From an optimization exercise on the open Yosys and OpenROAD flow, aimed at small area, a short achievable clock period and few clock cycles per item; shortcuts taken in it are not production practice. No driver is modelled on the clock port, so clocking that relies on it looks cheaper here than on a real chip. Power and IR drop assume default switching activity.

## mnet_codec
module mnet_codec (
    input  wire        clk,
    input  wire        rst,
    input  wire        key_wr,
    input  wire [2:0]  key_len,
    input  wire [47:0] key_data,
    input  wire        tx_hdr_valid,
    output wire        tx_hdr_ready,
    input  wire [7:0]  tx_dst,
    input  wire [7:0]  tx_src,
    input  wire [15:0] tx_type,
    input  wire [7:0]  tx_len,
    input  wire        tx_obf,
    input  wire        tx_pl_valid,
    output wire        tx_pl_ready,
    input  wire [7:0]  tx_pl_data,
    output wire        line_tx_valid,
    input  wire        line_tx_ready,
    output wire [7:0]  line_tx_data,
    input  wire        line_rx_valid,
    input  wire [7:0]  line_rx_data,
    input  wire        rx_obf,
    output wire        rx_valid,
    output wire [7:0]  rx_data,
    output wire        rx_end,
    output wire [7:0]  rx_status
);
    reg [47:0] key;
    reg [3:0]  klast;
    wire key_ok = key_wr && (key_len[2] ? (key_len[1:0] != 2'd3) : (key_len[1:0] == 2'd3));
    wire key_hi = key_wr && key_len[2] && (key_len[1:0] != 2'd3);
    always @(posedge clk) begin
        if (rst)
            klast <= 4'd0;
        else if (key_ok)
            klast <= {key_len == 3'd6, key_len == 3'd5, key_len == 3'd4, key_len == 3'd3};
    end
    always @(posedge clk) begin
        if (key_ok)
            key[23:0] <= key_data[23:0];
        if (key_hi)
            key[47:24] <= key_data[47:24];
    end
    mnet_tx u_tx (
        .clk       (clk),
        .rst       (rst),
        .key       (key),
        .klast     (klast),
        .hdr_valid (tx_hdr_valid),
  ...
Size: about 940 cells after synthesis, about 150 I/O pins, roughly 0.010 mm^2 of cells after synthesis.
==> module mnet_tx, before the edit <==
module mnet_tx (
    input  wire        clk,
    input  wire        rst,
    input  wire [47:0] key,
    input  wire [3:0]  klast,
    input  wire        hdr_valid,
    output wire        hdr_ready,
    input  wire [7:0]  hdr_dst,
    input  wire [7:0]  hdr_src,
    input  wire [15:0] hdr_type,
    input  wire [7:0]  hdr_len,
    input  wire        hdr_obf,
    input  wire        pl_valid,
    output wire        pl_ready,
    input  wire [7:0]  pl_data,
    output reg         line_valid,
    input  wire        line_ready,
    output reg  [7:0]  line_data
);
    reg        s_idle, s_soh, s_hdr, s_pl, s_crch, s_crcl, s_eot;
    reg [39:0] hsr;       
    reg [7:0]  cnt;       
    reg [2:0]  idx;       
    reg        obf;
    reg [15:0] crc;
    reg        esc;       
    reg        pv;        
    reg [5:0]  ki;        
    reg [7:0]  skid;
    reg        sv;
    reg        pl_rdy;
    wire [7:0] b = hsr[39:32];
    assign hdr_ready = s_idle;
    assign pl_ready  = pl_rdy;
    wire [7:0] key_byte = ({8{ki[0]}} & key[7:0])   | ({8{ki[1]}} & key[15:8]) |
                          ({8{ki[2]}} & key[23:16]) | ({8{ki[3]}} & key[31:24]) |
                          ({8{ki[4]}} & key[39:32]) | ({8{ki[5]}} & key[47:40]);
    wire ki_wrap = |(ki[5:2] & klast);
    wire pl_take  = pl_valid && pl_rdy;
    wire take     = line_valid && line_ready;
    wire s_body = s_hdr || s_pl;
    wire s_crc  = s_crch || s_crcl;
    wire has  = esc || !(s_idle && !hdr_valid) && !(s_pl && !pv);
    wire gen  = !sv && has;
    wire adv  = gen && !esc;                  
    wire bgen = adv && s_body;                
    wire [7:0] g = esc ? 8'hFF :
                   s_body ? b :
                   s_crc ? crc[15:8] :
                   s_eot ? 8'h04 : 8'h01;
    wire is_ff = s_crc ? (crc[15:8] == 8'hFF) : (b == 8'hFF);
    wire [15:0] crc_next;
    mnet_crc_step u_crc (.crc_in(crc), .data(b), .crc_out(crc_next));
    wire cnt_zero = (cnt == 8'd0);
    wire cnt_one  = (cnt == 8'd1);
    wire cnt_two  = (cnt == 8'd2);
    wire hdr_last = s_hdr && idx[2];
    wire pl_last  = s_pl && cnt_one;
    wire n_idle = s_idle ? !hdr_valid : (s_eot && adv);
    wire n_soh  = s_idle ? hdr_valid && !gen : (s_soh && !adv);
    wire n_hdr  = (s_idle && gen) || (s_soh && adv) || (s_hdr && !(adv && idx[2]));
    wire n_pl   = (adv && hdr_last && !cnt_zero) || (s_pl && !(adv && cnt_one));
    wire n_crch = (adv && hdr_last && cnt_zero) || (adv && pl_last) || (s_crch && !adv);
    wire n_crcl = (adv && s_crch) || (s_crcl && !adv);
    wire n_eot  = (adv && s_crcl) || (s_eot && !adv);
    wire esc_n  = gen ? !esc && (s_body || s_crc) && is_ff : esc;
    wire pv_n   = pl_take || (pv && !(adv && s_pl));
    wire sv_n   = !take && (sv || (line_valid && gen));
    wire [2:0] idx_n = s_idle ? 3'd0 : (adv && s_hdr) ? idx + 3'd1 : idx;
    wire cnt_n_nz  = !(cnt_zero || (cnt_one && adv && s_pl));
    wire cnt_n_gt1 = !(cnt_zero || cnt_one || (cnt_two && adv && s_pl));
    wire sv_n_rdy = !line_valid && sv;                  
    wire sv_n_stl = sv || (line_valid && gen);          
    wire pl_rdy_hdr = n_hdr && idx_n[2] && !cnt_zero && !esc_n;
    wire pl_rdy_rdy = pl_rdy_hdr && !sv_n_rdy || n_pl && (pv_n ? cnt_n_gt1 && !esc_n && !sv_n_rdy : cnt_n_nz);
    wire pl_rdy_stl = pl_rdy_hdr && !sv_n_stl || n_pl && (pv_n ? cnt_n_gt1 && !esc_n && !sv_n_stl : cnt_n_nz);
    always @(posedge clk) begin
        if (rst) begin
            s_idle     <= 1'b1;
            s_soh      <= 1'b0;
            s_hdr      <= 1'b0;
            s_pl       <= 1'b0;
            s_crch     <= 1'b0;
            s_crcl     <= 1'b0;
            s_eot      <= 1'b0;
            esc        <= 1'b0;
            pv         <= 1'b0;
            sv         <= 1'b0;
            line_valid <= 1'b0;
            pl_rdy     <= 1'b0;
        end else begin
            s_idle     <= n_idle;
            s_soh      <= n_soh;
            s_hdr      <= n_hdr;
            s_pl       <= n_pl;
            s_crch     <= n_crch;
            s_crcl     <= n_crcl;
            s_eot      <= n_eot;
            esc        <= esc_n;
            pv         <= pv_n;
            sv         <= sv_n;
            line_valid <= (line_valid && !line_ready) || sv || gen;
            pl_rdy     <= line_ready ? pl_rdy_rdy : pl_rdy_stl;
        end
    end
    wire [7:0] chain = s_pl ? b : 8'h00;
    always @(posedge clk) begin
        if (s_idle) begin
            hsr <= {hdr_dst, hdr_src, hdr_type, hdr_len};
            cnt <= hdr_len;
            obf <= hdr_obf && (klast != 4'd0);
            crc <= 16'h0000;
            ki  <= 6'd1;
        end else begin
            if (pl_take)
                hsr[39:32] <= obf ? (pl_data ^ key_byte ^ chain) : pl_data;
            else if (bgen && s_hdr)
                hsr[39:32] <= hsr[31:24];
            if (bgen && s_hdr)
                hsr[31:0] <= {hsr[23:0], 8'h00};
            if (bgen && s_pl)
                cnt <= cnt - 8'd1;
            if (bgen)
                crc <= crc_next;
            else if (adv && s_crch)
                crc <= {crc[7:0], 8'h00};
            if (pl_take)
                ki <= ki_wrap ? 6'd1 : {ki[4:0], 1'b0};
        end
        idx <= idx_n;
        if (!line_valid || take)
            line_data <= sv ? skid : g;
        if (!sv)
            skid <= g;
    end
endmodule
Settings: LEC_CHECK=0, ABC_CLOCK_PERIOD_IN_PS=2000, CAP_MARGIN=20, CORE_MARGIN=2, CORE_UTILIZATION=60, CTS_CLUSTER_DIAMETER=80, CTS_CLUSTER_SIZE=20, SETUP_SLACK_MARGIN=2.6, SLEW_MARGIN=20; clock period 4.5 ns.
standard.sh (not shown) runs the stock make flow with config.mk's settings and CLKGATE_MAP_FILE= SYNTH_SCRIPT=/design/flow/synth_recipe.tcl, a recipe that flattens the netlist after the stock synthesis.
==> flow/flow/run.sh <==
#!/bin/bash
# The standard layout with two changes:
#  - plain buf_1 cells as the port buffers (the standard flow picks a delay
#    buffer); ORFS's repair resizes them as needed;
#  - after CTS, the top of the clock tree is rebuilt (collapse_cts.tcl): no
#    middle level, and the leaf buffers shared among 3 root buffers on the
#    clock port. Each tool's output goes to a log of its own here.
set -euo pipefail
export BUFFER_PORTS_ARGS="-buffer_cell sky130_fd_sc_hd__buf_1"
export RESULTS=$PWD/orfs/results/$FLOW_PLATFORM/mnet_codec/base
export NROOTS=3
bash standard.sh cts > standard_cts.log 2>&1
openroad -no_init -exit flow/collapse_cts.tcl > collapse_cts.log 2>&1
touch $RESULTS/4_cts.sdc
bash standard.sh finish > standard_finish.log 2>&1
Other scripts of this flow, unchanged in this note and not shown: flow/flow/collapse_cts.tcl
Change:
--- a/flow/design.v
+++ b/flow/design.v
@@ -57,8 +57,16 @@
     wire s_body = s_hdr || s_pl;
     wire s_crc  = s_crch || s_crcl;
-    wire has  = esc || !(s_idle && !hdr_valid) && !(s_pl && !pv);
-    wire gen  = !sv && has;
-    wire adv  = gen && !esc;                  
-    wire bgen = adv && s_body;                
+    wire rdy    = !sv;                    
+    wire go     = rdy && !esc;            
+    wire a_idle = s_idle && rdy && hdr_valid;     
+    wire a_soh  = s_soh && go;
+    wire a_hdr  = s_hdr && go;
+    wire a_pl   = s_pl && go && pv;
+    wire a_crch = s_crch && go;
+    wire a_crcl = s_crcl && go;
+    wire a_eot  = s_eot && go;
+    wire gen_b  = rdy && (esc || s_hdr || (s_pl && pv));       
+    wire gen    = gen_b || a_idle || a_soh || a_crch || a_crcl || a_eot;
+    wire bgen   = a_hdr || a_pl;                  
     wire [7:0] g = esc ? 8'hFF :
                    s_body ? b :
@@ -71,24 +79,24 @@
     wire cnt_one  = (cnt == 8'd1);
     wire cnt_two  = (cnt == 8'd2);
-    wire hdr_last = s_hdr && idx[2];
-    wire pl_last  = s_pl && cnt_one;
-    wire n_idle = s_idle ? !hdr_valid : (s_eot && adv);
-    wire n_soh  = s_idle ? hdr_valid && !gen : (s_soh && !adv);
-    wire n_hdr  = (s_idle && gen) || (s_soh && adv) || (s_hdr && !(adv && idx[2]));
-    wire n_pl   = (adv && hdr_last && !cnt_zero) || (s_pl && !(adv && cnt_one));
-    wire n_crch = (adv && hdr_last && cnt_zero) || (adv && pl_last) || (s_crch && !adv);
-    wire n_crcl = (adv && s_crch) || (s_crcl && !adv);
-    wire n_eot  = (adv && s_crcl) || (s_eot && !adv);
-    wire esc_n  = gen ? !esc && (s_body || s_crc) && is_ff : esc;
-    wire pv_n   = pl_take || (pv && !(adv && s_pl));
+    wire hdr_done = a_hdr && idx[2];
+    wire pl_done  = a_pl && cnt_one;
+    wire n_idle = (s_idle && !hdr_valid) || a_eot;
+    wire n_soh  = (s_idle && hdr_valid && !rdy) || (s_soh && !go);
+    wire n_hdr  = a_idle || a_soh || (s_hdr && !hdr_done);
+    wire n_pl   = (hdr_done && !cnt_zero) || (s_pl && !pl_done);
+    wire n_crch = (hdr_done && cnt_zero) || pl_done || (s_crch && !go);
+    wire n_crcl = a_crch || (s_crcl && !go);
+    wire n_eot  = a_crcl || (s_eot && !go);
+    wire esc_n  = esc ? sv : (a_hdr || a_pl || a_crch || a_crcl) && is_ff;
+    wire pv_n   = pl_take || (pv && !a_pl);
     wire sv_n   = !take && (sv || (line_valid && gen));
-    wire [2:0] idx_n = s_idle ? 3'd0 : (adv && s_hdr) ? idx + 3'd1 : idx;
-    wire cnt_n_nz  = !(cnt_zero || (cnt_one && adv && s_pl));
-    wire cnt_n_gt1 = !(cnt_zero || cnt_one || (cnt_two && adv && s_pl));
+    wire [2:0] idx_n = s_idle ? 3'd0 : a_hdr ? idx + 3'd1 : idx;
+    wire cnt_n_nz  = !(cnt_zero || (cnt_one && a_pl));
+    wire cnt_n_gt1 = !(cnt_zero || cnt_one || (cnt_two && a_pl));
     wire sv_n_rdy = !line_valid && sv;                  
-    wire sv_n_stl = sv || (line_valid && gen);          
-    wire pl_rdy_hdr = n_hdr && idx_n[2] && !cnt_zero && !esc_n;
-    wire pl_rdy_rdy = pl_rdy_hdr && !sv_n_rdy || n_pl && (pv_n ? cnt_n_gt1 && !esc_n && !sv_n_rdy : cnt_n_nz);
-    wire pl_rdy_stl = pl_rdy_hdr && !sv_n_stl || n_pl && (pv_n ? cnt_n_gt1 && !esc_n && !sv_n_stl : cnt_n_nz);
+    wire sv_n_stl = sv || (line_valid && gen_b);        
+    wire hdr_len_n = s_hdr && (idx[2] ? !a_hdr : (idx[1:0] == 2'd3) && a_hdr) && !cnt_zero && !esc_n;
+    wire pl_rdy_rdy = hdr_len_n && !sv_n_rdy || n_pl && (pv_n ? cnt_n_gt1 && !esc_n && !sv_n_rdy : cnt_n_nz);
+    wire pl_rdy_stl = hdr_len_n && !sv_n_stl || n_pl && (pv_n ? cnt_n_gt1 && !esc_n && !sv_n_stl : cnt_n_nz);
     always @(posedge clk) begin
         if (rst) begin
@@ -139,5 +147,5 @@
             if (bgen)
                 crc <= crc_next;
-            else if (adv && s_crch)
+            else if (a_crch)
                 crc <= {crc[7:0], 8'h00};
             if (pl_take)
After rerunning: Sequential power barely changes; die area is higher by 2.1%; setup slack improved by 0.011 ns; clock power climbs by about 3%; total power rose by 1.2%; first-iteration DRC count climbs by 1.4%; critical path depth decreases by 6; synthesized area climbs by 2.2%; cell count hardly moves; cell area falls by 0.95%.
Function was not checked in any run of this note: the RTL went through the layout flow alone.

[port drivers added, routing unchanged]
The flow's constraints put no driver on any port. The routed layouts listed below were extracted and timed again, unchanged, in two steps.
Step 1 sets driving cells, clkbuf_16 on the clock port and buf_2 on the other inputs (assumed; they add their load-dependent delay and slew).
Step 2 moves the port delays by t, midway between the first and last clock arrival at a register: inputs arrive t later, outputs are due t later. That takes back most of the time a late clock gives input paths.
Three values: ideal, step 1, step 2; two values: the first two.
run	t, ns	setup WS [ns]	latest minus earliest clock arrival (ns)	worst data-port slew with drivers (ns)	cell pins on the clock port's net
the first run	0.375	2.593 / 2.589 / 2.214	0.063 / 0.062	0.06	3
the second run	0.449	2.604 / 2.537 / 2.209	0.179 / 0.179	0.05	3
After both steps setup and hold are still met in every run listed. The setup slack of the second run, which loses most, moves by -0.067 ns with the drivers and by -0.395 ns with both steps.
